Background: an optimization exercise with open tools, aiming at small area. Do not read the settings as production practice.
In this exercise RTL edits were held to simulation tests only and were not proved equivalent to the original.
Power and IR drop assume default switching activity.

[design/flow/design.v]
module hab360_validator (
    input  wire [8:0]       flen,      
    input  wire [19*8-1:0]  pbytes,    
    output reg  [15:0]      status,
    output reg              fwd,
    output wire [7:0]       opcode,
    output wire [31:0]      f_freq,
    output wire [31:0]      f_bw,
    output wire [7:0]       f_sf,
    output wire [7:0]       f_cr,
    output wire [7:0]       f_sync,
    output wire [7:0]       f_power,
    output wire [15:0]      f_preamble,
    output wire [31:0]      f_climit,
    output wire [31:0]      f_unix
);
    localparam [15:0] CMD_OK                   = 16'h0000;
    localparam [15:0] CMD_UNKNOWN_COMMAND      = 16'h0201;
    localparam [15:0] CMD_MALFORMED_PAYLOAD    = 16'h0202;
    localparam [15:0] INVALID_FREQUENCY        = 16'h0301;
    localparam [15:0] INVALID_BANDWIDTH        = 16'h0302;
    localparam [15:0] INVALID_SPREADING_FACTOR = 16'h0303;
    localparam [15:0] INVALID_CODING_RATE      = 16'h0304;
    localparam [15:0] INVALID_SYNC_WORD        = 16'h0305;
    localparam [15:0] INVALID_POWER            = 16'h0306;
    localparam [15:0] INVALID_PREAMBLE_LENGTH  = 16'h0307;
    localparam [15:0] INVALID_CURRENT_LIMIT    = 16'h0308;
    wire [7:0] pb [0:18];
    genvar k;
    generate
        for (k = 0; k < 19; k = k + 1) begin : g_pb
            assign pb[k] = pbytes[8*k +: 8];
        end
    endgenerate
    assign opcode     = pb[0];
    assign f_freq     = {pb[1], pb[2], pb[3], pb[4]};
    assign f_bw       = {pb[5], pb[6], pb[7], pb[8]};
    assign f_sf       = pb[9];
    assign f_cr       = pb[10];
    assign f_sync     = pb[11];
    assign f_power    = pb[12];
    assign f_preamble = {pb[13], pb[14]};
    assign f_climit   = {pb[15], pb[16], pb[17], pb[18]};
    assign f_unix     = {pb[1], pb[2], pb[3], pb[4]};
    reg       known;
    reg [8:0] exp_len;
    always @* begin
        known   = 1'b1;
        exp_len = 9'd10;
        case (opcode)
            8'h00: exp_len = 9'd28;
            8'h01: exp_len = 9'd14;
            8'h02: exp_len = 9'd266;
            8'h10, 8'h11, 8'h12, 8'h13, 8'h20, 8'h21: exp_len = 9'd10;
            default: known = 1'b0;
        endcase
    end
    wire ok_freq  = !f_freq[31] && f_freq >= 32'h4316_0000 && f_freq <= 32'h4470_0000;
    wire ok_bw    = (!f_bw[31] && f_bw <= 32'h43FF_0000) || f_bw == 32'h8000_0000;
    wire ok_sf    = (f_sf >= 8'd5) && (f_sf <= 8'd12);
    wire ok_cr    = (f_cr >= 8'd5) && (f_cr <= 8'd8);
    wire ok_sync  = (f_sync != 8'h34);
    wire ok_power = (f_power <= 8'h16) || (f_power >= 8'hEF);
    wire ok_pre   = (f_preamble >= 16'd6);
    wire ok_cl    = (!f_climit[31] && f_climit <= 32'h430C_0000) || f_climit == 32'h8000_0000;
    always @* begin
        status = CMD_OK;
        fwd    = 1'b0;
        if (flen == 9'd9 || !known)
            status = CMD_UNKNOWN_COMMAND;
        else if (flen != exp_len)
            status = CMD_MALFORMED_PAYLOAD;
        else if (opcode == 8'h00) begin
            if (!ok_freq)       status = INVALID_FREQUENCY;
            else if (!ok_bw)    status = INVALID_BANDWIDTH;
            else if (!ok_sf)    status = INVALID_SPREADING_FACTOR;
            else if (!ok_cr)    status = INVALID_CODING_RATE;
            else if (!ok_sync)  status = INVALID_SYNC_WORD;
            else if (!ok_power) status = INVALID_POWER;
            else if (!ok_pre)   status = INVALID_PREAMBLE_LENGTH;
            else if (!ok_cl)    status = INVALID_CURRENT_LIMIT;
            else                fwd    = 1'b1;
        end else
            fwd = 1'b1;
    end
endmodule
module hab360_rx (
    input  wire        clk,
    input  wire        rst,
    output wire        rx_poll,
    input  wire        rx_avail,
    input  wire [7:0]  rx_data,
    input  wire        tick,
    output reg  [2:0]  evt,
    output wire [1:0]  mal_cause,
    output wire        pkt_valid,
    output wire [15:0] rx_len,
    output wire [2:0]  rx_type,
    output wire [4:0]  rx_cid,
    output wire [31:0] rx_ts,
    input  wire [8:0]  rx_rd_addr,
    output wire [7:0]  rx_rd_data,
    output wire        val_valid,
    output wire [15:0] val_status,
    output wire        fwd_valid,
    output wire [7:0]  fwd_opcode,
    output wire [31:0] fwd_freq,
    output wire [31:0] fwd_bw,
    output wire [7:0]  fwd_sf,
    output wire [7:0]  fwd_cr,
    output wire [7:0]  fwd_sync,
    output wire [7:0]  fwd_power,
    output wire [15:0] fwd_preamble,
    output wire [31:0] fwd_climit,
    output wire [31:0] fwd_unix,
    input  wire        rsp_valid
);
    localparam [2:0] EVT_IDLE      = 3'd0;
    localparam [2:0] EVT_PARTIAL   = 3'd1;
    localparam [2:0] EVT_COMPLETE  = 3'd2;
    localparam [2:0] EVT_MALFORMED = 3'd3;
    localparam [2:0] EVT_TIMEOUT   = 3'd4;
    localparam [1:0] MAL_NONE      = 2'd0;
    localparam [1:0] MAL_BAD_END   = 2'd1;
    localparam [1:0] MAL_OVERFLOW  = 2'd2;
    localparam [1:0] MAL_SHORT     = 2'd3;
    localparam integer MAX_FRAME   = 274;
    localparam integer LAST_STORED = 272;    
    localparam [8:0]   TMR_ZERO    = 9'h001;
    localparam [8:0]   TMR_500     = 9'h0C4;
    reg        st_q;           
    reg [8:0]  idx_q;
    reg [8:0]  len_q;          
    reg        len_big;        
    reg [8:0]  tmr_q;          
    reg        pkt_valid_q;
    reg [1:0]  mal_cause_q;
    reg        pending_q;
    wire [7:0] rxbuf [0:26];
    assign rx_poll = !rst && !pending_q;
    wire   take    = !pending_q && rx_avail;   
    reg        st_d;
    reg [8:0]  idx_d;
    reg [8:0]  tmr_d;
    reg        pkt_valid_d;
    reg [1:0]  mal_cause_d;
    reg        buf_write;      
    reg        complete;       
    wire [8:0] idx_inc = idx_q + 9'd1;
    wire       at4     = (idx_q == 9'd3);
    wire [8:0] len_cur = at4 ? {len_q[8], rx_data} : len_q;
    wire       is_len  = !len_big && (idx_inc == len_cur);
    always @* begin
        st_d        = st_q;
        idx_d       = idx_q;
        tmr_d       = tmr_q;
        pkt_valid_d = pkt_valid_q;
        mal_cause_d = mal_cause_q;
        buf_write   = 1'b0;
        complete    = 1'b0;
        evt         = st_q ? EVT_PARTIAL : EVT_IDLE;
        if (rst) begin
            evt = EVT_IDLE;
        end else if (take) begin
            if (!st_q) begin
                if (rx_data == 8'h7E) begin
                    idx_d       = 9'd1;
                    tmr_d       = TMR_ZERO;
                    pkt_valid_d = 1'b0;
                    mal_cause_d = MAL_NONE;
                    st_d        = 1'b1;
                    evt         = EVT_PARTIAL;
                end else begin
                    evt = EVT_IDLE;
                end
            end else begin
                buf_write = 1'b1;
                idx_d     = idx_inc;
                tmr_d     = TMR_ZERO;
                evt       = EVT_PARTIAL;
                if (at4 && !len_big && !len_q[8] && rx_data < 8'd9) begin
                    st_d        = 1'b0;
                    mal_cause_d = MAL_SHORT;
                    evt         = EVT_MALFORMED;
                end else if (idx_q >= 9'd3 && is_len) begin
                    st_d = 1'b0;
                    if (rx_data == 8'h7F) begin
                        pkt_valid_d = 1'b1;
                        complete    = 1'b1;
                        evt         = EVT_COMPLETE;
                    end else begin
                        mal_cause_d = MAL_BAD_END;
                        evt         = EVT_MALFORMED;
                    end
                end else if (idx_inc == MAX_FRAME) begin
                    st_d        = 1'b0;
                    mal_cause_d = MAL_OVERFLOW;
                    evt         = EVT_MALFORMED;
                end
            end
        end else if (tick && st_q) begin
            if (tmr_q == TMR_500) begin
                st_d  = 1'b0;
                tmr_d = TMR_ZERO;
                evt   = EVT_TIMEOUT;
            end else begin
                tmr_d = {tmr_q[7:0], tmr_q[8] ^ tmr_q[4]};
            end
        end
    end
    always @(posedge clk) begin
        if (rst) begin
            st_q        <= 1'b0;
            idx_q       <= 9'd0;
            tmr_q       <= TMR_ZERO;
            pkt_valid_q <= 1'b0;
            mal_cause_q <= MAL_NONE;
        end else begin
            st_q        <= st_d;
            idx_q       <= idx_d;
            tmr_q       <= tmr_d;
            pkt_valid_q <= pkt_valid_d;
            mal_cause_q <= mal_cause_d;
        end
    end
    localparam integer FIRST_SH = 27;
    localparam integer NSH      = LAST_STORED - FIRST_SH + 1;    
    always @(posedge clk) begin
        if (buf_write && idx_q == 9'd2) begin
            len_big  <= |rx_data[7:1];
            len_q[8] <= rx_data[0];
        end
        if (buf_write && idx_q == 9'd3)
            len_q[7:0] <= rx_data;
    end
    assign rxbuf[0]   = 8'h7E;
    assign rxbuf[2]   = {7'd0, idx_q[8]};
    assign rxbuf[3]   = idx_q[7:0];
    genvar k;
    generate
        for (k = 1; k < FIRST_SH; k = k + 1) begin : g_buf
            if (k != 2 && k != 3) begin : g_b
                if (k >= 9) begin : g_inv
                    reg [7:0] bn;
                    always @(posedge clk)
                        if (buf_write && idx_q == k)
                            bn <= ~rx_data;
                    assign rxbuf[k] = ~bn;
                end else begin : g_pos
                    reg [7:0] b;
                    always @(posedge clk)
                        if (buf_write && idx_q == k)
                            b <= rx_data;
                    assign rxbuf[k] = b;
                end
            end
        end
    endgenerate
    wire sh_en = buf_write && (idx_q >= FIRST_SH) && (idx_q <= LAST_STORED);
    reg [7:0] sh [0:NSH-1];
    always @(posedge clk)
        if (sh_en) sh[0] <= rx_data;
    generate
        for (k = 1; k < NSH; k = k + 1) begin : g_sh
            always @(posedge clk)
                if (sh_en) sh[k] <= sh[k-1];
        end
    endgenerate
    wire       is274  = (idx_q == 9'd274);
    wire [8:0] top    = {idx_q[8:2], is274 ? 2'b01 : idx_q[1:0]};    
    wire [8:0] sidx   = top + ~rx_rd_addr;                           
    wire [7:0] lo_or [0:FIRST_SH];
    assign lo_or[0] = 8'h00;
    generate
        for (k = 0; k < FIRST_SH; k = k + 1) begin : g_lo
            assign lo_or[k+1] = lo_or[k] | (rxbuf[k] & {8{rx_rd_addr == k}});
        end
    endgenerate
    wire [15:0] col_sel;
    wire [15:0] row_sel;
    generate
        for (k = 0; k < 16; k = k + 1) begin : g_sel
            assign col_sel[k] = (sidx[3:0] == k);
            assign row_sel[k] = (sidx[8:4] == k);
        end
    endgenerate
    wire [7:0] row_val [0:15];
    generate
        for (k = 0; k < 16; k = k + 1) begin : g_rv
            genvar c;
            wire [7:0] t [0:16];
            assign t[0] = 8'h00;
            for (c = 0; c < 16; c = c + 1) begin : g_c
                if (16 * k + c < NSH) begin : g_in
                    assign t[c+1] = t[c] | (sh[16*k + c] & {8{col_sel[c]}});
                end else begin : g_out
                    assign t[c+1] = t[c];
                end
            end
            assign row_val[k] = t[16];
        end
    endgenerate
    wire [7:0] sh_or [0:16];
    assign sh_or[0] = 8'h00;
    generate
        for (k = 0; k < 16; k = k + 1) begin : g_ro
            assign sh_or[k+1] = sh_or[k] | (row_val[k] & {8{row_sel[k]}});
        end
    endgenerate
    wire in_frame = (rx_rd_addr < idx_q);
    wire rd_lo    = (rx_rd_addr < FIRST_SH);
    wire rd_end   = (rx_rd_addr == 9'd273);
    wire [7:0] rd_any = rd_lo ? lo_or[FIRST_SH] : rd_end ? 8'h7F : sh_or[16];
    assign pkt_valid  = pkt_valid_q;
    assign mal_cause  = mal_cause_q;
    assign rx_len     = {7'd0, idx_q};
    assign rx_type    = rxbuf[1][7:5];
    assign rx_cid     = rxbuf[1][4:0];
    assign rx_ts      = {rxbuf[4], rxbuf[5], rxbuf[6], rxbuf[7]};
    assign rx_rd_data = rd_any & {8{in_frame}};
    wire [19*8-1:0] pbytes;
    generate
        for (k = 0; k < 19; k = k + 1) begin : g_pay
            assign pbytes[8*k +: 8] = rxbuf[8 + k];
        end
    endgenerate
    wire [15:0] v_status;
    wire        v_fwd;
    wire [7:0]  v_opcode;
    wire [31:0] v_freq, v_bw, v_climit, v_unix;
    wire [7:0]  v_sf, v_cr, v_sync, v_power;
    wire [15:0] v_preamble;
    hab360_validator u_val (
        .flen       (len_cur),
        .pbytes     (pbytes),
        .status     (v_status),
        .fwd        (v_fwd),
        .opcode     (v_opcode),
        .f_freq     (v_freq),
        .f_bw       (v_bw),
        .f_sf       (v_sf),
        .f_cr       (v_cr),
        .f_sync     (v_sync),
        .f_power    (v_power),
        .f_preamble (v_preamble),
        .f_climit   (v_climit),
        .f_unix     (v_unix)
    );
    wire is_cmd  = (rxbuf[1][7:5] == 3'b001);
    wire is_lora = (v_opcode == 8'h00);
    wire is_unix = (v_opcode == 8'h01);
    assign val_valid    = complete && is_cmd;
    assign val_status   = v_status;
    assign fwd_valid    = val_valid && v_fwd;
    assign fwd_opcode   = v_opcode;
    assign fwd_freq     = is_lora ? v_freq     : 32'd0;
    assign fwd_bw       = is_lora ? v_bw       : 32'd0;
    assign fwd_sf       = is_lora ? v_sf       : 8'd0;
    assign fwd_cr       = is_lora ? v_cr       : 8'd0;
    assign fwd_sync     = is_lora ? v_sync     : 8'd0;
    assign fwd_power    = is_lora ? v_power    : 8'd0;
    assign fwd_preamble = is_lora ? v_preamble : 16'd0;
    assign fwd_climit   = is_lora ? v_climit   : 32'd0;
    assign fwd_unix     = is_unix ? v_unix     : 32'd0;
    always @(posedge clk) begin
        if (rst)
            pending_q <= 1'b0;
        else if (pending_q && rsp_valid)
            pending_q <= 1'b0;
        else if (fwd_valid)
            pending_q <= 1'b1;
    end
endmodule
[design/flow/flow/run.sh]
#!/bin/bash
# Own layout flow: the standard ORFS flow (standard.sh), changed only in
# how the layout is made:
#  - synthesis maps the logic with an area-oriented ABC script
#    (abc_area.script; abc_area_fallback.script if ABC fails on it) instead
#    of ORFS's speed script; every other synthesis step, and so every
#    register, is the standard synthesis's;
#  - the port buffers that global placement inserts are sky130_fd_sc_hd__buf_1
#    (the resizer may still upsize them);
#  - repair_design (placement and global routing) builds its buffer trees
#    from the small buffers only (no_big_bufs.tcl);
#  - CTS clusters up to 16 sinks per clkbuf_8 and adds no dummy loads.
# Each tool's output goes to a log file in this folder or under orfs/logs.
set -uo pipefail
W=$(pwd)
F=$W/flow
{ head -n 1 synth_recipe.tcl; cat "$F/abc_proc.tcl"; tail -n +2 synth_recipe.tcl; } > own_synth.tcl
sed "s#SYNTH_SCRIPT=[^ ]*synth_recipe.tcl#SYNTH_SCRIPT=$W/own_synth.tcl#" standard.sh > own_standard.sh
if ! grep -q "SYNTH_SCRIPT=$W/own_synth.tcl" own_standard.sh; then
  echo "could not point standard.sh at own_synth.tcl" >&2
  exit 1
fi
export BUFFER_PORTS_ARGS="-buffer_cell sky130_fd_sc_hd__buf_1"
export PRE_RESIZE_TCL=$F/no_big_bufs.tcl
export PRE_GLOBAL_ROUTE_TCL=$F/no_big_bufs.tcl
export CTS_ARGS="-sink_clustering_enable -repair_clock_nets -dont_use_dummy_load -buf_list sky130_fd_sc_hd__clkbuf_8 -sink_clustering_size 16 -sink_clustering_max_diameter 60"

export OWN_ABC_SCRIPT=$F/abc_area.script
if ! bash own_standard.sh synth > own_synth.log 2>&1; then
  export OWN_ABC_SCRIPT=$F/abc_area_fallback.script
  bash own_standard.sh synth > own_synth_fallback.log 2>&1 || { tail -n 20 own_synth_fallback.log; exit 1; }
fi
bash own_standard.sh > own_standard.log 2>&1
status=$?
tail -n 20 own_standard.log
exit $status
[design/flow/flow/abc_area.script]
&get -n
&st
&dch
&nf
&put
mfs3 -ae
&get -n
&st
&dch
&nf
&put
[design/flow/flow/abc_area_fallback.script]
&get -n
&st
&dch
&nf
&put
[design/flow/flow/abc_proc.tcl]
# Map with an area-oriented ABC script instead of the speed script.
proc abc {args} {
  set i [lsearch -exact $args -script]
  if {$i >= 0} { lset args [expr {$i + 1}] $::env(OWN_ABC_SCRIPT) }
  yosys abc {*}$args
}
[design/flow/flow/no_big_bufs.tcl]
set_dont_use {sky130_fd_sc_hd__buf_6 sky130_fd_sc_hd__buf_8 sky130_fd_sc_hd__buf_12 sky130_fd_sc_hd__buf_16 sky130_fd_sc_hd__bufbuf_8 sky130_fd_sc_hd__bufbuf_16}
[design/flow/standard.sh]
#!/bin/bash
# synth_recipe.tcl (not shown) runs the flow's synth.tcl, then flattens the netlist and writes it again
# the make line also repeats each setting of config.mk as NAME=value (left out here)
make -C /OpenROAD-flow-scripts/flow DESIGN_CONFIG=/design/flow/config.mk WORK_HOME=/design/flow/orfs CLKGATE_MAP_FILE= SYNTH_SCRIPT=/design/flow/synth_recipe.tcl "${@:-finish}"
[design/flow/config.mk]
export PLATFORM = sky130hd
export DESIGN_NAME = hab360_rx
export DESIGN_NICKNAME = hab360_rx
export VERILOG_FILES = /design/flow/design.v
export SDC_FILE = /design/flow/constraint.sdc
export NUM_CORES = 8
export LEC_CHECK = 0
export CAP_MARGIN = 10
export CORE_MARGIN = 2
export CORE_UTILIZATION = 45
export GPL_TIMING_DRIVEN = 0
export SETUP_SLACK_MARGIN = 0.5
export SLEW_MARGIN = 10
[design/flow/constraint.sdc]
create_clock -name core_clock -period 15.0 [get_ports {clk}]
set_input_delay 3.0000 -clock core_clock [delete_from_list [all_inputs] [get_ports {clk}]]
set_output_delay 3.0000 -clock core_clock [all_outputs]
set_load 0.01 [all_outputs]
==> notes.md, run 1 <==
- The flow ran to the end and the layout has no timing, DRC or antenna violations.
- The number of pins exceeding their max-slew limit in the final report is 0.
- The internal power is a little under 0.008 W.
- The region available for standard cell placement spans between 150000 and 200000 sq um.
- The synthesized design contains 2170 enable-type register cells.
- For this configuration, the core starts out at a cell density of 45.2%.
- The switching power is 0.00215 W.
- Hold is met by 0.384 ns.
- After detailed routing, the average wire length per cell comes to between 30 and 40 microns.
- The power per standard cell area is between 100 and 150 nW/um^2.
- In this run the deepest clock path goes through 3 buffers.
- The post-route clock skew is 0.109 ns.
- The via count of the first global-routing pass is 46900.
- TritonCTS created 167 clock buffers.
- The area growth from synthesis to layout is 10.9%.
- Yosys attributes the largest share of cell area to edfxtp_1, a222oi_1, a22oi_1, nor2_1, nand4_1.
- For met3 alone, demand over resource in global routing was under 10%.
- Setup violations remaining at the end of the flow were counted as 0.
- The antenna violation net count after detailed routing is 0.
- In the synthesized netlist, the cells that appear most often are edfxtp_1, a222oi_1, a22oi_1, nor2_1, nand2_1.
- The synthesized cell area is about 80000 sq um.
- The DRC violation count after routing is 0.
- For the final routed database, the setup TNS stands at 0 ns.
- The sequential cell area is ~66000 sq um.
- Entering global routing, the biggest net connects between 80 and 90 pins.
- The finished cells cover between 80000 and 90000 sq um.
- The number of hold buffers added after cts is 0.
- The required time at the worst-slack endpoint is ~12 ns.
- The type of the setup path with the least slack is in -> out.
- Setup repair after global routing left no endpoint under its margin.
- The classification of the worst-slack hold path is reg -> reg.
- The cell with the most instances after synthesis is edfxtp_1.
- The area fraction of the dominant cell type after synthesis is 82.0%.
- The filler cells instantiated in the layout total about 15000.
- Summed over all layers, the routed wires come to between 200000 and 250000 microns.
- Total power for the finished layout comes to 0.00997 W.
- The HPWL after detailed placement is roughly 150000 microns.
- The later pin in the worst-skew pair is clocked with a latency of approximately 0.95 ns.
- The netlist uses between 50 and 60 different library cells.
- Of all nets on the critical path, the largest fanout is 10.
- The total routing resource utilization after global routing is between 20% and 30%.
- The share of total power dissipated in the clock network is around 28%.
- In this run, the number of DRC markers left after iteration 0 of detailed routing was around 8600.
- The nature of the critical path endpoint is an output pin.
- The number of port buffers is approximately 280.
- The sequential-to-total area share from yosys stat is just over 80%.
- The count of maximum capacitance violations is 0.
- The floorplan step set the die height to between 400 and 500 microns.
- Before antenna repair, the detailed router went through 10 iterations.
- The total vias in the final route is 48600.
- The proportion of synthesized flip-flops having asynchronous set or reset is 0%.
- The clock sink total is around 2200.
- Once the clock tree was built, the resizer swapped 0 gates to a different size.
- The post-CTS repair timing setup buffer count is 0.
- The switching part of the total is roughly 22%.
- The post-synthesis instance total is 4198.
- In this run the tightest slew margin relative to its limit is around 13%.
- The count of final hold-check violations is 0.
- The overall die width is between 400 and 500 microns.
- The synthesized design spends more area on one cell type than any other, namely edfxtp_1.
- The final weighted congestion of routability-driven global placement is roughly 0.96.
- The number of core rows is between 150 and 200.
- For this run, the top clock speed supported by timing is 78.1 MHz.
- The die area is approximately 180000 sq um.
- For the worst setup path, the data arrival time is 9.81 ns.
- The first global-routing pass estimated 329000 microns of wire.
- The transition at the pin with the smallest max-transition slack is between 1 and 1.5 ns.
- The met1 track demand over resource is a little over a third.
- STA classifies the critical path startpoint as a primary input.
- The standard cell area after detailed placement is about 86000 sq um.
- The number of warnings issued by yosys is 3.
- The largest voltage drop on the vdd net is slightly below 0.1 mV.
- The TritonCTS clock tree is yes.
- Of the available clock period, the critical path in the final layout requires between 80% and 90%.
- For the finished layout, the period the worst path requires is 12.81 ns.
- The met2 track demand over resource is roughly 38%.
- The flip-flop and latch count after synthesis is ~2200.
- In the final layout, the multi-input gates occupy approximately 14000 sq um.
- The total congestion overflow is 0.
- The top-level I/O count is 295.
- The post-synthesis area per instance is between 15 and 20 sq um.
- The leakage power figure is around 22 nW.
- Using the TritonRoute via totals, the vias-per-cell ratio works out to around 6.6.
- The portion of total power attributed to sequential cells is approximately 67%.
- In this run the clock root is driven by a clkbuf_8.
- The number of antenna violations at the first check in global routing is 10.
- For this run, the leading register cell type out of synthesis is edfxtp_1.
- The H-tree depth is 4.
- Of the cells placed in the final design, the portion with a size suffix greater than 1 is between 10% and 20%.
- The clock-pin slew on the worst setup and hold paths is 0.10 ns.
- In this run, the combinational gates consume approximately 5% of the power.
- At the end of the flow, the number of nets in the layout was between 5000 and 6000.
- The busiest layer in global routing is met2.
## cells in the final DEF, fill, tap and decap left out, types with 78 or more instances in the layout
cell type  instances
buf_1            276
a31oi_1           91
buf_4            200
nand2_1          109
nor2_1           276
a21oi_1           79
nand3_1           78
clkbuf_8         167
buf_2            119
a222oi_1         417
nand4_1           94
a22oi_1          278
edfxtp_1        2170
## through the flow
step / worst slack (ns) / utilization [%] / cells
3_3_place_gp: -24.95 / 47.5 / 6831
6_report: 2.19 / 50.2 / 7306
2_1_floorplan: -2.66 / - / 4214
3_5_place_dp: 2.26 / 48.8 / 7129
5_1_grt: 1.89 / 50.1 / 7303
4_1_cts: 2.24 / 50.1 / 7296
## metal layers
| metal | wire, microns | vias up |
|---|---|---|
| li1 | - | 19900 |
| met1 | 90300 | 24900 |
| met2 | 103000 | 3334 |
| met3 | 24400 | 451 |
| met4 | 11200 | 0 |
| met5 | 0 | - |
## final cells by class
| class | instances | share of cell area [%] |
|---|---|---|
| antenna | 8 | 0.0227 |
| buffer | 18 | 0.153 |
| clock buffer | 167 | 2.61 |
| inverter | 37 | 0.158 |
| multi-input combinational | 1966 | 15.9 |
| sequential | 2193 | 74.5 |
| tap | 2340 | 3.32 |
| timing repair buffer | 577 | 3.40 |
## worst paths after layout
| path | start | endpoint | slack (ns) | depth (start not counted) |
|---|---|---|---|---|
| setup / recovery | rx_rd_addr[1] | rx_rd_data[0] | 2.19 | 21 |
| hold / removal | sh[22][6]$_DFFE_PP_ | sh[23][6]$_DFFE_PP_ | 0.38 | 0 |
| setup reg to reg | idx_q[2]$_SDFFE_PP0P_ | sh[202][4]$_DFFE_PP_ | 8.95 | 8 |
| hold reg to reg | sh[22][6]$_DFFE_PP_ | sh[23][6]$_DFFE_PP_ | 0.38 | 0 |
## kinds of logic after synthesis
logic type	synth area share, %
DFF	82.6
AOI/OAI and AO/OA	11.4
and+or+nand+nor	4.87
buffers and inverters	0.345
xor gates and xnor gates	0.320
adders and majority gates	0.340
muxes	0.102
other	0.00472
## power groups by stage
stage	sequential (W)	clock, W	combinational, W
finish	0.00663	0.00283	0.000513
global route	0.00663	0.00307	0.000551
CTS	0.00663	0.00290	0.000511
detailed placement	0.00677	0	0.000509
global placement	0.00677	0	0.000604
floorplan	0.00677	0	0.000324
## worst max-delay path, stage by stage
cell and delay [ns]:
buf_1 0.46, clkinv_1 0.34, ha_1 0.39, nand3_1 0.10, a21boi_1 1.01, nor4_2 0.34, buf_2 0.27, buf_2 0.19
buf_2 0.21, buf_2 0.20, buf_2 0.21, buf_2 0.19, a222oi_1 0.27, nand4_1 0.12, a211oi_1 0.26, a21oi_1 0.13
or4_1 0.61, nor4_1 0.73, o221ai_1 0.31, o21a_1 0.28, buf_1 0.14
## flip-flops by register name, summed over array words and instances (netlist names)
signal / cells
sh: 1968
pkt_valid_q: 1
st_q: 1
len_big: 1
len_q: 9
g_buf.g_b.g_inv.bn: 144
tmr_q: 9
g_buf.g_b.g_pos.b: 48
idx_q: 9
mal_cause_q: 2
pending_q: 1
==> inputs of run 2 (changes only) <==
--- a/design/flow/config.mk
+++ b/design/flow/config.mk
@@ -8,5 +8,5 @@
 export CAP_MARGIN = 10
 export CORE_MARGIN = 2
-export CORE_UTILIZATION = 45
+export CORE_UTILIZATION = 60
 export GPL_TIMING_DRIVEN = 0
 export SETUP_SLACK_MARGIN = 0.5
==> run 2 against run 1 <==
Design area is 1.0% lower. Worst setup slack better by 0.36 ns. Sequential power hardly changed. Area after synthesis stayed put. Cell count is 8.2% lower. Clock-buffer cell count is 7 lower. Combinational power is 1% lower. Worst hold slack better by 0.0047 ns. Clock power is 2% lower. Critical path type unchanged. Largest cell class unchanged. Largest power group unchanged.
==> notes.md, run 2 <==
- The number of buffer and inverter instances along the worst setup path is 3 (-6).
- The detail-routed via count per cell is 7.16 (+7.7%).
- The final weighted congestion of routability-driven global placement is 0.942 (-1.9%).
- The post-synthesis instance total is 4198 (unchanged).
- The transition at the pin with the smallest max-transition slack came to 1.35 ns (+0.0479 ns).
- The count of final hold-check violations is 0 (unchanged).
- The total congestion overflow is 0 (unchanged).
- The routed wire length per instance is 32.0 microns (+1.8%).
- The post-placement cell count is 6542 (-8.2%).
- The later-pin clock latency in the skew report is 0.91 ns (-0.04 ns).
- The tightest min-delay check is of the reg -> reg type.
- The via count of the first global-routing pass is 46300 (-1.3%).
- Setup repair after global routing left no endpoint under its margin.
- The total detailed-routing wirelength is 214000 microns (-6.5%).
- The detailed-routing iteration count for the pre-antenna-repair pass is 9 (-1).
- The die height is 368 microns (-13%).
- The flip-flop and latch count after synthesis was 2193 (unchanged).
- The DRC violation count after routing is 0 (unchanged).
- The number of pins exceeding their max-slew limit in the final report is 0 (unchanged).
- The leakage power figure came to 21.5 nW (-0.37%).
- The proportion of synthesized flip-flops having asynchronous set or reset came to 0% (unchanged).
- The share of post-route cells with drive strength above 1 is 10.6% (-0.32 points).
- The total power is 0.00989 W (-0.75%).
- The library cell occupying the most area in the post-synthesis netlist is edfxtp_1.
- The number of core rows is 133 (-14%).
- In the final layout, the registers with the most flip-flops are sh x1968, g_buf.g_b.g_inv.bn x144, g_buf.g_b.g_pos.b x48.
- The total routing resource utilization after global routing is 31.1% (+6.3 points).
- The largest individual stage delay along the critical path comes from the cell nand3_1.
- The top cell types in the final layout, fill and taps aside, are edfxtp_1, a222oi_1, a22oi_1.
- The first-pass GRT wire length is 313000 microns (-5.1%).
- The flow ran to the end and the layout has no timing, DRC or antenna violations.
- The standard cell area after detailed placement is 85000 sq um (-0.88%).
- The worst setup path is launched from a primary input.
- In this run the clock root is driven by a clkbuf_8.
- The maximum buffer depth of the clock tree is 3 (unchanged).
- The quantity of gates resized following cts is 0 (unchanged).
- The initial core utilization is 60.4% (+15 points).
- The required time at the worst-slack endpoint came to 12.00 ns (about the same).
- The sequential-to-total area share from yosys stat came to 82.6% (unchanged).
- The flip-flop count of the largest register, all copies and words added is 1968 (unchanged).
- The post-CTS repair timing setup buffer count came to 0 (unchanged).
- The overall die width is 368 microns (-13%).
- The number of clock buffers inserted by TritonCTS was 160 (-4.2%).
- The most used flip-flop cell after synthesis is edfxtp_1.
- The count of maximum capacitance violations is 0 (unchanged).
- The area of the core came to 131000 sq um (-25%).
- The number of hold buffers added after cts is 0 (unchanged).
- Yosys instantiated no cell more often than edfxtp_1.
- The cell area after layout came to 87300 sq um (-1.0%).
- The filler cell count came to 9078 (-38%).
- The post-route clock period utilization is 83.0% (-2.4 points).
- The largest net degree at the start of global routing is 80 (-8.0%).
- The register bank with the most flops is sh.
- The largest voltage drop on the vdd net is 0.0864 mV (-11%).
- The post-route worst setup slack is 2.54 ns (+0.355 ns).
- The minimum period implied by the final worst setup slack is 12.46 ns (-0.355 ns).
- The number of port buffers came to 277 (unchanged).
- The post-route clock skew was 0.0768 ns (-0.0325 ns).
- The TritonCTS clock tree is yes.
- The cell with the most instances on the worst path is buf_1.
- The nature of the critical path endpoint is an output pin.
- After synthesis, the most frequently instantiated cells are edfxtp_1, a222oi_1, a22oi_1, nor2_1, nand2_1.
- The number of warnings issued by yosys came to 3 (unchanged).
- The H-tree depth is 4 (unchanged).
- The synthesized cell area is 79400 sq um (unchanged).
- The number of failing setup endpoints in the final timing report came to 0 (unchanged).
- The family with the most delay on the worst path is compound AO/OA/AOI/OAI gates.
- The type of the setup path with the least slack is in -> out.
- The final total negative setup slack is 0 ns (unchanged).
- Leaving out fill and tap cells, the most frequent cell in the layout is edfxtp_1.
- By area the synthesized netlist is led by edfxtp_1, a222oi_1, a22oi_1, nor2_1, nand4_1.
- The number of unique standard cell types used by synthesis came to 58 (unchanged).
- The total vias in the final route is 48000 (-1.1%).
- The die area is 135000 sq um (-25%).
- The post-synthesis area per instance is 18.9 sq um (unchanged).
- The area fraction of the dominant cell type after synthesis is 82.0% (unchanged).
- The post-placement setup slack was 2.59 ns (+0.328 ns).
- The biggest fanout along the worst timing path came to 16 (+6).
- The highest cell delay on the worst timing path is 1.22 ns (+0.21 ns).
- The HPWL after detailed placement is 144000 microns (-6.5%).
- The post-route non-filler standard cell count came to 6707 (-8.2%).
- The power per standard cell area is 113 nW/um^2 (+0.25%).
- The first-iteration detailed-routing DRC count was 8883 (+3.4%).
- The fmax is 80.3 MHz (+2.9%).
- The number of antenna violations at the first check in global routing is 12 (+2).
- The clock sink total is 2193 (unchanged).
- The antenna violation net count after detailed routing is 0 (unchanged).
- The top-level I/O count came to 295 (unchanged).
- The number of nets at the end of the flow is 4992 (-0.22%).
- The signal on the critical path passes through buf_1, clkinv_1, ha_1, fa_1, a211o_1, a41oi_1, o21bai_1, a21oi_1, xor2_2, nand3_1, a31oi_1, nor4_1, nand2_1, o21ai_0, a211oi_1, buf_1.
- The arrival time of data at the critical path endpoint is 9.46 ns (-0.35 ns).
- Relative to the synthesized area, the layout overhead comes to 9.83%.
- The clock-pin slew on the worst setup and hold paths is 0.08 ns (-0.02 ns).
- The relative slew slack is 10.0% (-2.6 points).
- The number of synthesized flops with an enable pin was 2170 (unchanged).
## run 2: cell type report
type,instances,area [sq um],share of cell area (%)
sequential,2193,65600,75.2
multi-input combinational,1966,14000,16.0
timing repair buffer,573,2980,3.41
clock buffer,160,2200,2.52
tap,1755,2200,2.52
inverter,37,139,0.159
buffer,18,135,0.155
antenna,5,12.5,0.0143
## run 2: where the power goes
group	internal, W	leakage, nW	switching, W
logic	0.000193	6.05	0.000314
registers	0.00663	14.3	0.00000144
clock network	0.000958	1.15	0.00180
total	0.00778	21.5	0.00212
## run 2: worst paths after layout
| kind | from | slack (ns) | to | depth (start not counted) |
|---|---|---|---|---|
| min | sh[120][3]$_DFFE_PP_ | 0.39 | sh[121][3]$_DFFE_PP_ | 0 |
| max reg2reg | idx_q[0]$_SDFFE_PP0P_ | 7.67 | sh[98][1]$_DFFE_PP_ | 12 |
| min reg2reg | sh[120][3]$_DFFE_PP_ | 0.39 | sh[121][3]$_DFFE_PP_ | 0 |
| max | rx_rd_addr[0] | 2.54 | rx_rd_data[7] | 16 |
## run 2: stage by stage
stage	hold slack, ns	util [%]
after floorplan	0.425	-
after global placement	0.427	63.0
after detailed placement	0.432	64.7
after CTS	0.374	66.4
after global routing	0.402	66.4
final	0.389	66.4
## run 2: layer usage
metal	up-vias	GRT usage (%)	share of wire [%]
li1	19900	-	-
met1	24600	46.9	40
met2	3184	48.0	46
met3	339	5.55	11
met4	14	7.70	2.5
met5	-	0	0.046
## run 2: cell families (layout without fill, tap and decap cells)
logic type,count (synthesis),in the layout,synth area share (%)
flip-flops,2193,2193,82.6
AO/OA/AOI/OAI,1110,1110,11.4
AND/OR/NAND/NOR,781,781,4.87
buffers and inverters,55,788,0.345
XOR/XNOR,29,29,0.320
adder cells (fa/ha/maj),21,21,0.340
multiplexers,8,8,0.102
other,1,22,0.00472
==> inputs of run 3 (changes only) <==
--- a/design/flow/design.v
+++ b/design/flow/design.v
@@ -277,26 +277,26 @@
         end
     endgenerate
-    wire [15:0] col_sel;
-    wire [15:0] row_sel;
+    wire [15:0] grp_sel;
+    wire [15:0] low_sel;
     generate
         for (k = 0; k < 16; k = k + 1) begin : g_sel
-            assign col_sel[k] = (sidx[3:0] == k);
-            assign row_sel[k] = (sidx[8:4] == k);
+            assign grp_sel[k] = (sidx[8:4] == k);
+            assign low_sel[k] = (sidx[3:0] == k);
         end
     endgenerate
-    wire [7:0] row_val [0:15];
+    wire [7:0] low_val [0:15];
     generate
-        for (k = 0; k < 16; k = k + 1) begin : g_rv
-            genvar c;
+        for (k = 0; k < 16; k = k + 1) begin : g_lv
+            genvar g;
             wire [7:0] t [0:16];
             assign t[0] = 8'h00;
-            for (c = 0; c < 16; c = c + 1) begin : g_c
-                if (16 * k + c < NSH) begin : g_in
-                    assign t[c+1] = t[c] | (sh[16*k + c] & {8{col_sel[c]}});
+            for (g = 0; g < 16; g = g + 1) begin : g_g
+                if (16 * g + k < NSH) begin : g_in
+                    assign t[g+1] = t[g] | (sh[16*g + k] & {8{grp_sel[g]}});
                 end else begin : g_out
-                    assign t[c+1] = t[c];
+                    assign t[g+1] = t[g];
                 end
             end
-            assign row_val[k] = t[16];
+            assign low_val[k] = t[16];
         end
     endgenerate
@@ -304,6 +304,6 @@
     assign sh_or[0] = 8'h00;
     generate
-        for (k = 0; k < 16; k = k + 1) begin : g_ro
-            assign sh_or[k+1] = sh_or[k] | (row_val[k] & {8{row_sel[k]}});
+        for (k = 0; k < 16; k = k + 1) begin : g_lo_or
+            assign sh_or[k+1] = sh_or[k] | (low_val[k] & {8{low_sel[k]}});
         end
     endgenerate
--- a/design/flow/flow/run.sh
+++ b/design/flow/flow/run.sh
@@ -2,8 +2,9 @@
 # Own layout flow: the standard ORFS flow (standard.sh), changed only in
 # how the layout is made:
-#  - synthesis maps the logic with an area-oriented ABC script
-#    (abc_area.script; abc_area_fallback.script if ABC fails on it) instead
-#    of ORFS's speed script; every other synthesis step, and so every
-#    register, is the standard synthesis's;
+#  - synthesis maps the logic with area-oriented ABC scripts instead of
+#    ORFS's speed script: the synthesis runs once per script abc_[a-d].script
+#    (in syn_*/), and the one with the smallest cell area is rerun for the
+#    layout (abc_z.script if all of them fail).  Every other synthesis step,
+#    and so every register, is the standard synthesis's;
 #  - the port buffers that global placement inserts are sky130_fd_sc_hd__buf_1
 #    (the resizer may still upsize them);
@@ -26,9 +27,22 @@
 export CTS_ARGS="-sink_clustering_enable -repair_clock_nets -dont_use_dummy_load -buf_list sky130_fd_sc_hd__clkbuf_8 -sink_clustering_size 16 -sink_clustering_max_diameter 60"
 
-export OWN_ABC_SCRIPT=$F/abc_area.script
-if ! bash own_standard.sh synth > own_synth.log 2>&1; then
-  export OWN_ABC_SCRIPT=$F/abc_area_fallback.script
-  bash own_standard.sh synth > own_synth_fallback.log 2>&1 || { tail -n 20 own_synth_fallback.log; exit 1; }
-fi
+# Trial synthesis with each ABC script, in parallel.
+for s in a b c d; do
+  sed "s#WORK_HOME=$W/orfs #WORK_HOME=$W/syn_$s #" own_standard.sh > own_standard_$s.sh
+  ( OWN_ABC_SCRIPT=$F/abc_$s.script bash own_standard_$s.sh synth > own_synth_$s.log 2>&1 ) &
+done
+wait
+best=z; best_area=
+for s in a b c d; do
+  st=$W/syn_$s/reports/$FLOW_PLATFORM/hab360_rx/base/synth_stat.txt
+  a=$(grep -s "Chip area for module" "$st" | awk '{print $NF}')
+  echo "abc_$s.script: ${a:-failed}" | tee -a own_synth_choice.log
+  if [[ -n "$a" ]] && { [[ -z "$best_area" ]] || awk -v x="$a" -v y="$best_area" 'BEGIN{exit !(x < y)}'; }; then
+    best=$s; best_area=$a
+  fi
+done
+echo "chosen: abc_$best.script" | tee -a own_synth_choice.log
+
+export OWN_ABC_SCRIPT=$F/abc_$best.script
 bash own_standard.sh > own_standard.log 2>&1
 status=$?
==> design/flow/flow/abc_a.script (new file) <==
&get -n
&st
&dch
&nf
&put
mfs3 -ae
&get -n
&st
&dch
&nf
&put
==> design/flow/flow/abc_b.script (new file) <==
&get -n
&st
&dch
&nf
&put
topo
mfs3 -ae
&get -n
&st
&dch
&nf
&put
==> design/flow/flow/abc_c.script (new file) <==
&get -n
&st
&dch
&nf
&put
mfs2 -a
&get -n
&st
&dch
&nf
&put
mfs2 -a
&get -n
&st
&dch
&nf
&put
==> design/flow/flow/abc_d.script (new file) <==
&get -n
&st
&dch
&nf
&put
mfs3 -ae
&get -n
&st
&dch
&nf
&put
mfs3 -ae
&get -n
&st
&dch
&nf
&put
==> design/flow/flow/abc_z.script (new file) <==
&get -n
&st
&dch
&nf
&put
--- a/design/flow/config.mk
+++ b/design/flow/config.mk
@@ -8,6 +8,7 @@
 export CAP_MARGIN = 10
 export CORE_MARGIN = 2
-export CORE_UTILIZATION = 60
+export CORE_UTILIZATION = 45
 export GPL_TIMING_DRIVEN = 0
+export PLACE_DENSITY = 0.85
 export SETUP_SLACK_MARGIN = 0.5
 export SLEW_MARGIN = 10
removed: design/flow/flow/abc_area.script
removed: design/flow/flow/abc_area_fallback.script
==> run 3 against run 2 <==
Now fails the layout checks on max-capacitance violations, max-slew violations. Via count rose by 3.8%. Clock skew is 0.0082 ns lower. Worst setup slack worse by 0.59 ns. Flip-flop and latch count unchanged. Clock-buffer cell count stayed put. Largest power group unchanged.
==> notes.md, run 3 <==
- The run finished, with violations left.
- The checks that failed: max-capacitance violations, max-slew violations.
- The top cell types in the final layout, fill and taps aside, are edfxtp_1, a222oi_1, a22oi_1.
- The min-delay analysis places its worst path in the category reg -> reg.
- The relative slew slack is -0.526% (-11 points).
- The register bank with the most flops is sh.
- The largest voltage drop on the vdd net is 0.102 mV (+18%).
- The post-route clock period utilization is 87.0% (+4.0 points).
- Setup repair after global routing left no endpoint under its margin.
- The required time at the worst-slack endpoint was 12.00 ns (about the same).
- The post-route non-filler standard cell count is 7254 (+8.2%).
- The antenna violation net count after detailed routing is 0 (unchanged).
- The minimum period implied by the final worst setup slack is 13.05 ns (+0.595 ns).
- The count of maximum capacitance violations is 1 (+1).
- The largest net degree at the start of global routing is 94 (+18%).
- The biggest fanout along the worst timing path is 15 (-1).
- The final weighted congestion of routability-driven global placement is 1.03 (+9.4%).
- The DRC violation count after routing was 0 (unchanged).
- The number of clock buffers inserted by TritonCTS is 160 (unchanged).
- By instance count, the leading cell after synthesis is edfxtp_1.
- The HPWL after detailed placement is 154000 microns (+6.6%).
- The sequential-to-total area share from yosys stat was 82.6% (about the same).
- The post-route clock skew is 0.0686 ns (-0.00820 ns).
- In the synthesized netlist, the cells that appear most often are edfxtp_1, a222oi_1, a22oi_1, nor2_1, nand2_1.
- The TritonCTS clock tree is yes.
- The detail-routed via count per cell is 6.87 (-4.0%).
- The count of final hold-check violations came to 0 (unchanged).
- The number of unique standard cell types used by synthesis is 55 (-5.2%).
- The top-level I/O count is 295 (unchanged).
- The share of post-route cells with drive strength above 1 is 8.02% (-2.5 points).
- The post-placement cell count is 7082 (+8.3%).
- The number of nets at the end of the flow is 4948 (-0.88%).
- The via count of the first global-routing pass was 48300 (+4.3%).
- The maximum buffer depth of the clock tree is 3 (unchanged).
- The first-pass GRT wire length is 324000 microns (+3.8%).
- The leakage power figure is 21.4 nW (-0.69%).
- The total vias in the final route is 49800 (+3.8%).
- The post-placement setup slack is 2.18 ns (-0.414 ns).
- The area of the core is 176000 sq um (+34%).
- The startpoint type of the worst setup path is a primary input.
- The area growth from synthesis to layout is 9.63%.
- The H-tree depth was 4 (unchanged).
- The most used flip-flop cell after synthesis is edfxtp_1.
- The critical path is of the in -> out type.
- The most common cell after layout, fill and taps aside is edfxtp_1.
- The flip-flop and latch count after synthesis came to 2193 (unchanged).
- The later-pin clock latency in the skew report was 0.94 ns (+0.03 ns).
- The power per standard cell area is 111 nW/um^2 (-2.3%).
- The post-CTS repair timing setup buffer count came to 0 (unchanged).
- The routed wire length per instance is 31.5 microns (-1.6%).
- The number of port buffers is 277 (unchanged).
- The clock-pin slew on the worst setup and hold paths came to 0.09 ns (about the same).
- The total routing resource utilization after global routing is 24.6% (-6.6 points).
- The number of core rows is 154 (+16%).
- The cell sitting at the root of the clock tree is a clkbuf_8.
- The initial core utilization was 45.2% (-15 points).
- After synthesis, the cell types taking the most area are edfxtp_1, a222oi_1, a22oi_1, nor2_1, nand3_1.
- The total detailed-routing wirelength came to 228000 microns (+6.4%).
- The proportion of synthesized flip-flops having asynchronous set or reset came to 0% (unchanged).
- The die area is 180000 sq um (+33%).
- The total congestion overflow came to 0 (unchanged).
- The synthesized cell area was 79500 sq um (about the same).
- The number of antenna violations at the first check in global routing came to 21 (+9).
- The first-iteration detailed-routing DRC count is 11200 (+26%).
- The overall die width came to 424 microns (+15%).
- The number of failing setup endpoints in the final timing report came to 0 (unchanged).
- The die height is 424 microns (+15%).
- The quantity of gates resized following cts is 0 (unchanged).
- The post-synthesis instance total is 4276 (+1.9%).
- The largest registers in the layout are sh x1968, g_buf.g_b.g_inv.bn x144, g_buf.g_b.g_pos.b x48.
- The area fraction of the dominant cell type after synthesis was 82.0% (about the same).
- The library cell occupying the most area in the post-synthesis netlist is edfxtp_1.
- The detailed-routing iteration count for the pre-antenna-repair pass is 11 (+2).
- The number of warnings issued by yosys is 3 (unchanged).
- The flip-flop count of the largest register, all copies and words added is 1968 (unchanged).
- The transition at the pin with the smallest max-transition slack is 1.51 ns (+0.162 ns).
- The arrival time of data at the critical path endpoint was 10.05 ns (+0.59 ns).
- The post-synthesis area per instance is 18.6 sq um (-1.8%).
- The number of synthesized flops with an enable pin is 2170 (unchanged).
- The number of hold buffers added after cts is 0 (unchanged).
- The post-route worst setup slack is 1.95 ns (-0.595 ns).
- The number of pins exceeding their max-slew limit in the final report is 10 (+10).
- The clock sink total is 2193 (unchanged).
- The nature of the critical path endpoint is an output pin.
- The fmax came to 76.6 MHz (-4.6%).
-- run 3: cells by family (layout without fill, tap and decap cells) --
| logic type | count (synthesis) | count (layout) | share of synthesized area, % |
|---|---|---|---|
| other | 1 | 28 | 0.00472 |
| AND/OR/NAND/NOR | 896 | 896 | 5.32 |
| AO/OA/AOI/OAI | 1080 | 1080 | 11.0 |
| buffers and inverters | 49 | 660 | 0.317 |
| XOR/XNOR | 26 | 26 | 0.287 |
| adder cells (fa/ha/maj) | 21 | 21 | 0.340 |
| multiplexers | 10 | 10 | 0.129 |
| flip-flops | 2193 | 2193 | 82.6 |
-- run 3: path summary, 6_finish.rpt --
path	cells past startpoint	end	startpoint	slack (ns)
setup / recovery	20	rx_rd_data[5]	rx_rd_addr[4]	1.95
hold / removal	0	sh[17][2]$_DFFE_PP_	sh[16][2]$_DFFE_PP_	0.41
setup reg to reg	12	sh[24][1]$_DFFE_PP_	idx_q[0]$_SDFFE_PP0P_	6.99
hold reg to reg	0	sh[17][2]$_DFFE_PP_	sh[16][2]$_DFFE_PP_	0.41
-- run 3: final cells by class --
cell class / count / area [sq um]
clock buffers: 160 / 2200
multi-input cells: 2050 / 13800
repair buffers: 451 / 2230
inverters: 31 / 129
well taps: 2340 / 2930
diodes: 11 / 27.5
flip-flops and latches: 2193 / 65600
plain buffers: 18 / 135
fillers: 13700 / 88600
-- run 3: worst max-delay path, cell delays in order --
cell,delay (ns)
buf_1,0.65
clkinv_1,0.54
ha_1,0.37
a21o_1,0.18
a221oi_1,0.35
a21oi_1,0.18
or4_1,0.65
nor3_2,0.84
buf_2,0.46
buf_4,0.28
buf_4,0.26
buf_2,0.31
a22oi_1,0.12
nand2_1,0.11
o21ai_0,0.19
o2111ai_1,0.23
a21oi_1,0.10
and3_1,0.31
nor3_1,0.68
buf_1,0.22
-- run 3: through the flow --
step	power [W]	area [sq um]	hold slack (ns)	setup TNS [ns]	utilization [%]
2_1_floorplan	0.00695	79600	0.425	-6359.68	-
3_3_place_gp	0.00708	83500	0.427	-	47.5
3_5_place_dp	0.00707	84900	0.432	0	48.3
4_1_cts	0.00965	87100	0.421	0	49.6
5_1_grt	0.00986	87100	0.438	0	49.6
6_report	0.00965	87100	0.408	0	49.6
-- run 3: routing by layer --
| metal | global-route usage (%) | wire, microns | up-vias |
|---|---|---|---|
| li1 | - | - | 19800 |
| met1 | 30.3 | 72600 | 24100 |
| met2 | 37.8 | 104000 | 5044 |
| met3 | 7.10 | 35200 | 865 |
| met4 | 16.3 | 16700 | 18 |
| met5 | 0 | 114 | - |
-- run 3: power breakdown --
group          internal (W)  switching (W)  total, W  leakage (nW)
Clock              0.000956        0.00175   0.00271          1.15
Combinational      0.000101       0.000209  0.000311          5.90
Sequential          0.00663     0.00000205   0.00663          14.3
Total               0.00769        0.00196   0.00965          21.4
==> inputs of run 4 (changes only) <==
--- a/design/flow/config.mk
+++ b/design/flow/config.mk
@@ -8,7 +8,6 @@
 export CAP_MARGIN = 10
 export CORE_MARGIN = 2
-export CORE_UTILIZATION = 45
+export CORE_UTILIZATION = 60
 export GPL_TIMING_DRIVEN = 0
-export PLACE_DENSITY = 0.85
 export SETUP_SLACK_MARGIN = 0.5
 export SLEW_MARGIN = 10
==> run 4 against run 3 <==
Combinational power grew 2%. Highest routed layer unchanged. The run now finishes clean. Critical path depth grew 1. Cell count shrank 7.7%.
==> notes.md, run 4 <==
- The run finished with no timing, DRC or antenna violations.
- The count of final hold-check violations came to 0 (unchanged).
- In the final layout, the registers with the most flip-flops are sh x1968, g_buf.g_b.g_inv.bn x144, g_buf.g_b.g_pos.b x48.
- In this run the clock root is driven by a clkbuf_8.
- In this run the critical register-to-register path is captured at sh[155][3]$_DFFE_PP_.
- The first-pass GRT wire length is 324000 microns (about the same).
- The number of core rows was 133 (-14%).
- The hold-critical path depth is 0 (unchanged).
- The area of the core was 131000 sq um (-25%).
- The classification of the worst-slack hold path is reg -> reg.
- The count of maximum capacitance violations came to 0 (-1).
- STA classifies the critical path endpoint as an output pin.
- The worst setup path is launched from a primary input.
- In this run the most critical hold path is launched from sh[79][6]$_DFFE_PP_.
- In the post-synthesis netlist, the cell with the most instances is edfxtp_1.
- Compared with the post-synthesis result, the final layout area differs by 8.96%.
- The cell area after layout is 86600 sq um (-0.61%).
- The die area is 135000 sq um (-25%).
- The final standard cell utilization of the core is 65.9% (+16 points).
- The biggest fanout along the worst timing path is 15 (unchanged).
- The filler cell count is 9049 (-34%).
- The launch instance of the worst register-to-register path is idx_q[0]$_SDFFE_PP0P_.
- Sorting the synthesized cells by how often they occur yields edfxtp_1, a222oi_1, a22oi_1, nor2_1, nand2_1.
- The library cell used most frequently in the layout, excluding fill and tap cells, is edfxtp_1.
- The number of buffer and inverter instances along the worst setup path was 8 (+1).
- The standard cell area after detailed placement is 84300 sq um (-0.68%).
- The initial core utilization is 60.4% (+15 points).
- The post-route non-filler standard cell count is 6694 (-7.7%).
- The clock sink total is 2193 (unchanged).
- The via count of the first global-routing pass is 46400 (-3.8%).
- Ranked by flip-flop count, first place goes to sh.
- The synthesized cell area is 79500 sq um (unchanged).
- The leakage power figure is 21.5 nW (+0.50%).
- The reg-to-reg setup timing slack is 8.00 ns (+1.01 ns).
- The flip-flop and latch count after synthesis was 2193 (unchanged).
- The post-synthesis instance total is 4276 (unchanged).
- On the critical path, the stage with the largest delay is an instance of nor3_2.
- The number of nets at the end of the flow is 4967 (+0.38%).
- The fmax is 78.7 MHz (+2.7%).
- The largest net degree at the start of global routing was 80 (-15%).
- The first-iteration detailed-routing DRC count is 8782 (-22%).
- The worst hold endpoint is sh[80][6]$_DFFE_PP_.
- The family with the most delay on the worst path is buffers and inverters.
- The number of unique standard cell types used by synthesis is 55 (unchanged).
- The TritonCTS clock tree is yes.
- In the synthesized netlist the dominant register cell turns out to be edfxtp_1.
- The required time at the worst-slack endpoint was 12.00 ns (about the same).
- The overall die width was 368 microns (-13%).
- The number of warnings issued by yosys is 3 (unchanged).
- The top-level I/O count is 295 (unchanged).
- The detail-routed via count per cell came to 7.24 (+5.4%).
- The final weighted congestion of routability-driven global placement came to 0.979 (-5.0%).
- The share of post-route cells with drive strength above 1 was 8.39% (+0.38 points).
- The HPWL after detailed placement is 155000 microns (+0.63%).
- The number of clock buffers inserted by TritonCTS is 162 (+1.3%).
- The maximum buffer depth of the clock tree is 3 (unchanged).
- The minimum period implied by the final worst setup slack is 12.71 ns (-0.339 ns).
- The number of port buffers is 277 (unchanged).
- The total detailed-routing wirelength was 229000 microns (+0.28%).
- The area fraction of the dominant cell type after synthesis came to 82.0% (unchanged).
- The setup path with the least slack is of type in -> out.
- The power per standard cell area is 112 nW/um^2 (+1.3%).
- The total congestion overflow is 0 (unchanged).
- The top cell types in the final layout, fill and taps aside, are edfxtp_1, a222oi_1, a22oi_1.
- In this design, the critical path's most frequently occurring cell is buf_2.
- The post-placement cell count is 6513 (-8.0%).
- The total power came to 0.00971 W (+0.66%).
- The die height was 368 microns (-13%).
- The signal on the critical path passes through buf_1, clkinv_1, ha_1, a21o_1, a221oi_1, a21oi_1, or4_1, nor3_2, buf_2, buf_4, buf_2, buf_4, buf_2, a22oi_1, nand4_1, o21ai_0, nand4_1, or4_1, a21oi_1, nor3_1, buf_1.
- The antenna violation net count after detailed routing came to 0 (unchanged).
- Of all cell types, the one taking the most synthesized area is edfxtp_1.
- The total vias in the final route came to 48500 (-2.7%).
- The flip-flop count of the largest register, all copies and words added is 1968 (unchanged).
- The post-CTS repair timing setup buffer count was 0 (unchanged).
- Setup repair after global routing left no endpoint under its margin.
- The detailed-routing iteration count for the pre-antenna-repair pass is 11 (unchanged).
- The DRC violation count after routing is 0 (unchanged).
- The highest cell delay on the worst timing path is 0.72 ns (-0.12 ns).
- The number of hold buffers added after cts is 0 (unchanged).
- The routed wire length per instance is 34.2 microns (+8.7%).
- The post-route clock skew is 0.0661 ns (-0.00254 ns).
- The later-pin clock latency in the skew report is 0.93 ns (about the same).
- The quantity of gates resized following cts came to 0 (unchanged).
- The worst-case reg-to-reg path depth is 11 (-1).
- The number of antenna violations at the first check in global routing was 23 (+9.5%).
- The number of synthesized flops with an enable pin was 2170 (unchanged).
- The largest voltage drop on the vdd net is 0.0894 mV (-12%).
- The arrival time of data at the critical path endpoint is 9.71 ns (-0.34 ns).
- The transition at the pin with the smallest max-transition slack is 1.24 ns (-0.270 ns).
- The number of pins exceeding their max-slew limit in the final report is 0 (-10).
- The post-route clock period utilization is 84.7% (-2.3 points).
- The proportion of synthesized flip-flops having asynchronous set or reset is 0% (unchanged).
- The relative slew slack is 15.1% (+16 points).
- The clock-pin slew on the worst setup and hold paths came to 0.09 ns (about the same).
- The H-tree depth is 4 (unchanged).
- Yosys attributes the largest share of cell area to edfxtp_1, a222oi_1, a22oi_1, nor2_1, nand3_1.
- The sequential-to-total area share from yosys stat is 82.6% (unchanged).
- The number of failing setup endpoints in the final timing report is 0 (unchanged).
- The post-synthesis area per instance is 18.6 sq um (unchanged).
- The total routing resource utilization after global routing was 33.3% (+8.7 points).
==> run 4: worst register-to-register path, delay by kind of cell (launching register included) <==
family,cells,cell delay [ns]
adder cells (fa/ha/maj),1,0.46
flip-flops,1,0.68
buffers and inverters,6,4.57
AO/OA/AOI/OAI,4,0.92
==> run 4: per-layer routing <==
layer  vias up  wire length, microns  global-route usage, %
li1      19800                     -                      -
met1     24700                 86500                   46.8
met2      3485                106000                   51.1
met3       490                 26100                   7.20
met4        22                  9870                   13.9
met5         -                   127                      0
==> run 4: worst max path at each step <==
stage / startpoint / endpoint / depth (start not counted)
2_1_floorplan: rx_avail / sh[0][0]$_DFFE_PP_ / 5
5_1_grt: rx_rd_addr[4] / rx_rd_data[7] / 21
6_report: rx_rd_addr[4] / rx_rd_data[7] / 21
3_5_place_dp: rx_rd_addr[4] / rx_rd_data[7] / 21
3_3_place_gp: rx_rd_addr[4] / rx_rd_data[0] / 16
4_1_cts: rx_rd_addr[4] / rx_rd_data[7] / 21
==> run 4: through the flow <==
step	worst slack, ns	hold slack (ns)	TNS [ns]
6_report	2.29	0.418	0
3_3_place_gp	-15.27	0.427	-
3_5_place_dp	2.51	0.432	0
5_1_grt	2.10	0.413	0
4_1_cts	2.49	0.406	0
2_1_floorplan	-3.23	0.425	-6359.68
==> run 4: cell families after synthesis <==
kind of cell,Yosys count,synth area share (%)
mux,10,0.129
flops,2193,82.6
buf+inv,49,0.317
fa+ha+maj,21,0.340
simple gates,896,5.32
xor+xnor,26,0.287
compound gates,1080,11.0
other cells,1,0.00472
==> run 4: layout make-up <==
cell class	instances	area, sq um	area share, %
multi-input cells	2050	13900	16.0
repair buffers	468	2350	2.72
diodes	17	42.5	0.0491
flip-flops and latches	2193	65600	75.8
well taps	1755	2200	2.54
plain buffers	18	135	0.156
inverters	31	129	0.149
clock buffers	162	2230	2.58
==> run 4: power breakdown <==
group          switching [W]  internal, W
combinational       0.000213     0.000104
clock                0.00179     0.000969
sequential        0.00000200      0.00663
==> inputs of run 5 (changes only) <==
--- a/design/flow/design.v
+++ b/design/flow/design.v
@@ -260,5 +260,5 @@
     reg [7:0] sh [0:NSH-1];
     always @(posedge clk)
-        if (sh_en) sh[0] <= rx_data;
+        if (sh_en) sh[0] <= ~rx_data;    
     generate
         for (k = 1; k < NSH; k = k + 1) begin : g_sh
@@ -293,5 +293,5 @@
             for (g = 0; g < 16; g = g + 1) begin : g_g
                 if (16 * g + k < NSH) begin : g_in
-                    assign t[g+1] = t[g] | (sh[16*g + k] & {8{grp_sel[g]}});
+                    assign t[g+1] = t[g] | (~sh[16*g + k] & {8{grp_sel[g]}});
                 end else begin : g_out
                     assign t[g+1] = t[g];
==> run 5 against run 4 <==
Core utilization is 0.53 points lower. Wire length up 3.1%. Global-route usage is 1.1 points higher. Worst setup slack worse by 0.54 ns. Fmax is 4.1% lower. Combinational power fell by 47%. Largest cell class unchanged.
==> notes.md, run 5 <==
- The flow ran to the end and the layout has no timing, DRC or antenna violations.
- The post-synthesis instance total was 4585 (+7.2%).
- The first-pass GRT wire length is 334000 microns (+2.9%).
- The power per standard cell area is 111 nW/um^2 (-0.62%).
- The required time at the worst-slack endpoint is 12.00 ns (about the same).
- The combinational group share of total power came to 1.8% (-1.5 points).
- The count of final hold-check violations is 0 (unchanged).
- The fmax is 75.4 MHz (-4.1%).
- The post-route non-filler standard cell count is 6898 (+3.0%).
- The biggest fanout along the worst timing path was 41 (+26).
- The share of post-route cells with drive strength above 1 is 6.01% (-2.4 points).
- The number of pins exceeding their max-slew limit in the final report is 0 (unchanged).
- The number of nets at the end of the flow is 5174 (+4.2%).
- The number of clock buffers inserted by TritonCTS is 165 (+1.9%).
- The first-iteration detailed-routing DRC count is 7415 (-16%).
- The largest net degree at the start of global routing is 90 (+13%).
- The number of antenna violations at the first check in global routing is 16 (-30%).
- The switching part of the total is 20.1% (-0.60 points).
- The internal power came to 0.00765 W (-0.67%).
- In this run the critical register-to-register path is launched from idx_q[3]$_SDFFE_PP0P_.
- The post-route clock period utilization is 88.4% (+3.6 points).
- TritonCTS built the clock tree.
- The area fraction of the dominant cell type after synthesis was 82.0% (about the same).
- The total congestion overflow came to 0 (unchanged).
- The final standard cell utilization of the core is 65.3% (-0.53 points).
- The start point of the critical path is rx_rd_addr[1].
- Leaving out fill and tap cells, the most frequent cell in the layout is edfxtp_1.
- The tree is rooted in a clkbuf_8.
- The min-delay analysis places its worst path in the category reg -> reg.
- The DRC violation count after routing is 0 (unchanged).
- The count of maximum capacitance violations was 0 (unchanged).
- The detailed-routing iteration count for the pre-antenna-repair pass is 7 (-4).
- The via count of the first global-routing pass is 47900 (+3.1%).
- The number of synthesized flops with an enable pin came to 2170 (unchanged).
- The type of the setup path with the least slack is in -> out.
- The H-tree depth is 4 (unchanged).
- The number of unique standard cell types used by synthesis is 62 (+13%).
- The flip-flop and latch count after synthesis is 2193 (unchanged).
- The maximum buffer depth of the clock tree was 3 (unchanged).
- In the synthesized netlist the dominant register cell turns out to be edfxtp_1.
- The later-pin clock latency in the skew report was 0.93 ns (about the same).
- Of all cell types, the one taking the most synthesized area is edfxtp_1.
- The number of core rows is 133 (unchanged).
- The flip-flop count of the largest register, all copies and words added is 1968 (unchanged).
- The nature of the critical path endpoint is an output pin.
- The post-CTS repair timing setup buffer count is 0 (unchanged).
- After synthesis, the cell types taking the most area are edfxtp_1, o22ai_1, nor2_1, nor4_1, a21oi_1.
- The total routing resource utilization after global routing is 34.4% (+1.1 points).
- The largest voltage drop on the vdd net is 0.0753 mV (-16%).
- The number of warnings issued by yosys was 3 (unchanged).
- In this run the most critical hold path is launched from sh[160][7]$_DFFE_PP_.
- The leakage power figure is 19.6 nW (-8.8%).
- The transition at the pin with the smallest max-transition slack is 1.29 ns (+0.0564 ns).
- The die area is 135000 sq um (about the same).
- The die height is 368 microns (about the same).
- The post-synthesis area per instance was 17.3 sq um (-6.7%).
- The antenna violation net count after detailed routing was 0 (unchanged).
- The portion of total power attributed to sequential cells is 69.3% (+1.0 points).
- The synthesized cell area is 79500 sq um (about the same).
- The initial core utilization came to 60.5% (about the same).
- By instance count, the leading cell after synthesis is edfxtp_1.
- The switching power was 0.00192 W (-4.3%).
- The clock sink total is 2193 (unchanged).
- The part of the total power dissipated in the clock network is 29.0% (+0.5 points).
- In the final layout, the registers with the most flip-flops are sh x1968, g_buf.g_b.g_inv.bn x144, g_buf.g_b.g_pos.b x48.
- The post-route clock skew is 0.0676 ns (+0.00159 ns).
- The arrival time of data at the critical path endpoint was 10.26 ns (+0.55 ns).
- Ranked by flip-flop count, first place goes to sh.
- The number of hold buffers added after cts is 0 (unchanged).
- The total vias in the final route is 49600 (+2.3%).
- Setup repair after global routing left no endpoint under its margin.
- The detail-routed via count per cell was 7.19 (-0.70%).
- The number of failing setup endpoints in the final timing report is 0 (unchanged).
- The minimum period implied by the final worst setup slack was 13.26 ns (+0.544 ns).
- The relative slew slack is 13.5% (-1.6 points).
- The HPWL after detailed placement was 153000 microns (-0.90%).
- The number of port buffers is 277 (unchanged).
- The area of the core is 131000 sq um (unchanged).
- The top-level I/O count is 295 (unchanged).
- The final weighted congestion of routability-driven global placement is 0.988 (+0.95%).
- The sequential-to-total area share from yosys stat came to 82.6% (about the same).
- The routed wire length per instance came to 34.2 microns (about the same).
- Relative to the synthesized area, the layout overhead comes to 8.06%.
- The standard cell area after detailed placement was 83600 sq um (-0.87%).
- The clock-pin slew on the worst setup and hold paths is 0.09 ns (about the same).
- The startpoint type of the worst setup path is a primary input.
- The total detailed-routing wirelength is 236000 microns (+3.1%).
- The quantity of gates resized following cts was 0 (unchanged).
- The post-placement cell count is 6719 (+3.2%).
- The proportion of synthesized flip-flops having asynchronous set or reset is 0% (unchanged).
- The cell area after layout came to 85900 sq um (-0.81%).
- The overall die width came to 368 microns (about the same).
- The commonest cells after synthesis are edfxtp_1, o22ai_1, nor2_1, nor4_1, a21oi_1.
- Leaving out fill and tap cells, the most frequent cells in the layout are edfxtp_1, o22ai_1, nor2_1.
[run 5: cell count changes in the layout (fill, tap and decap cells not counted), sizes merged, moves of 104 or more]
cell / change
o22ai: +893
a222oi: -420
a22oi: -315
nor4: +194
nor2: +132
nand3: -122
buf: -104
[run 5: path summary, 6_finish.rpt]
check	to	slack (ns)	cells past startpoint
max	rx_rd_data[6]	1.74	19
min reg2reg	sh[161][7]$_DFFE_PP_	0.42	0
max reg2reg	sh[42][4]$_DFFE_PP_	8.26	8
min	sh[161][7]$_DFFE_PP_	0.42	0
[run 5: final cells by class]
class / count / area [sq um]
Antenna cell: 14 / 35.0
Buffer: 18 / 135
Multi-Input combinational cell: 2352 / 13800
Clock buffer: 165 / 2270
Timing Repair Buffer: 363 / 1680
Inverter: 38 / 143
Tap cell: 1755 / 2200
Sequential cell: 2193 / 65600
Fill cell: 9244 / 45600
[run 5: metrics by stage]
| step | setup WS [ns] | total power [W] | hold WS, ns | TNS [ns] |
|---|---|---|---|---|
| floorplan | -2.43 | 0.00685 | 0.419 | -4776.31 |
| global placement | -7.61 | 0.00693 | 0.428 | - |
| detailed placement | 1.82 | 0.00694 | 0.432 | 0 |
| CTS | 1.80 | 0.00960 | 0.421 | 0 |
| global route | 1.41 | 0.00981 | 0.435 | 0 |
| finish | 1.74 | 0.00957 | 0.424 | 0 |
[run 5: worst max-delay path, cell delays in order]
cell and delay, ns:
buf_1 0.49, clkinv_1 0.28, ha_1 0.35, a211oi_1 0.09, or4_1 0.49, and3_1 0.22
o211ai_1 0.39, or2_4 0.49, buf_4 0.52, buf_4 0.66, buf_4 0.66, o22ai_1 0.19
nor4_1 0.32, a21oi_1 0.15, or4_1 0.57, nor4b_1 0.45, a31oi_1 0.35, o21a_1 0.36
buf_1 0.16
[run 5: per-layer routing]
| layer | up-vias | wire (microns) | GRT usage, % |
|---|---|---|---|
| li1 | 20300 | - | - |
| met1 | 25300 | 89700 | 47.8 |
| met2 | 3391 | 110000 | 53.5 |
| met3 | 536 | 24900 | 6.72 |
| met4 | 8 | 11400 | 15.7 |
| met5 | - | 51 | 0 |
[run 5: cells by family after synthesis]
family,after synthesis,share of synthesized area (%)
compound gates,1283,10.2
xor+xnor,25,0.276
fa+ha+maj,21,0.340
buf+inv,56,0.350
flops,2193,82.6
mux,4,0.0520
other cells,1,0.00472
simple gates,1002,6.17
[run 5: power groups by stage]
| stage | logic (W) | registers, W | clock network, W |
|---|---|---|---|
| 2_1_floorplan | 0.0000737 | 0.00677 | 0 |
| 3_3_place_gp | 0.000162 | 0.00677 | 0 |
| 3_5_place_dp | 0.000164 | 0.00677 | 0 |
| 4_1_cts | 0.000164 | 0.00663 | 0.00280 |
| 5_1_grt | 0.000173 | 0.00663 | 0.00301 |
| 6_report | 0.000168 | 0.00663 | 0.00277 |

## re-timing with driven ports
The results above use ideal ports. As a check the final layouts listed here were re-extracted and re-timed, cells and wires unchanged.
Step 1 (the two cells are an assumption about what drives the block):
set clk [get_ports {clk}]
set_driving_cell -lib_cell sky130_fd_sc_hd__clkbuf_16 $clk
set_driving_cell -lib_cell sky130_fd_sc_hd__buf_2 [delete_from_list [all_inputs] $clk]
Step 2 moves the port delays by t, midway between the first and last clock arrival at a register: inputs arrive t later, outputs are due t later. That takes back most of the time a late clock gives input paths.
Slacks: no drivers / after step 1 / after step 2; pairs: no drivers / after step 1.
run	t, ns	setup slack, ns	worst hold slack (ns)	latest minus earliest clock arrival (ns)	cell pins on the clock port's net
run 1	0.981	2.188 / 2.045 / 2.045	0.384 / 0.384 / 0.384	0.110 / 0.110	1
run 2	0.922	2.543 / 2.475 / 2.475	0.389 / 0.389 / 0.389	0.102 / 0.102	1
run 3	0.978	1.948 / 1.877 / 1.877	0.408 / 0.408 / 0.408	0.085 / 0.085	1
run 4	0.985	2.288 / 2.188 / 2.188	0.418 / 0.418 / 0.418	0.071 / 0.071	1
run 5	0.970	1.744 / 1.622 / 1.622	0.424 / 0.424 / 0.424	0.094 / 0.094	1
The setup slack of run 1, which loses most, moves by -0.143 ns with the drivers and by -0.143 ns with both steps.
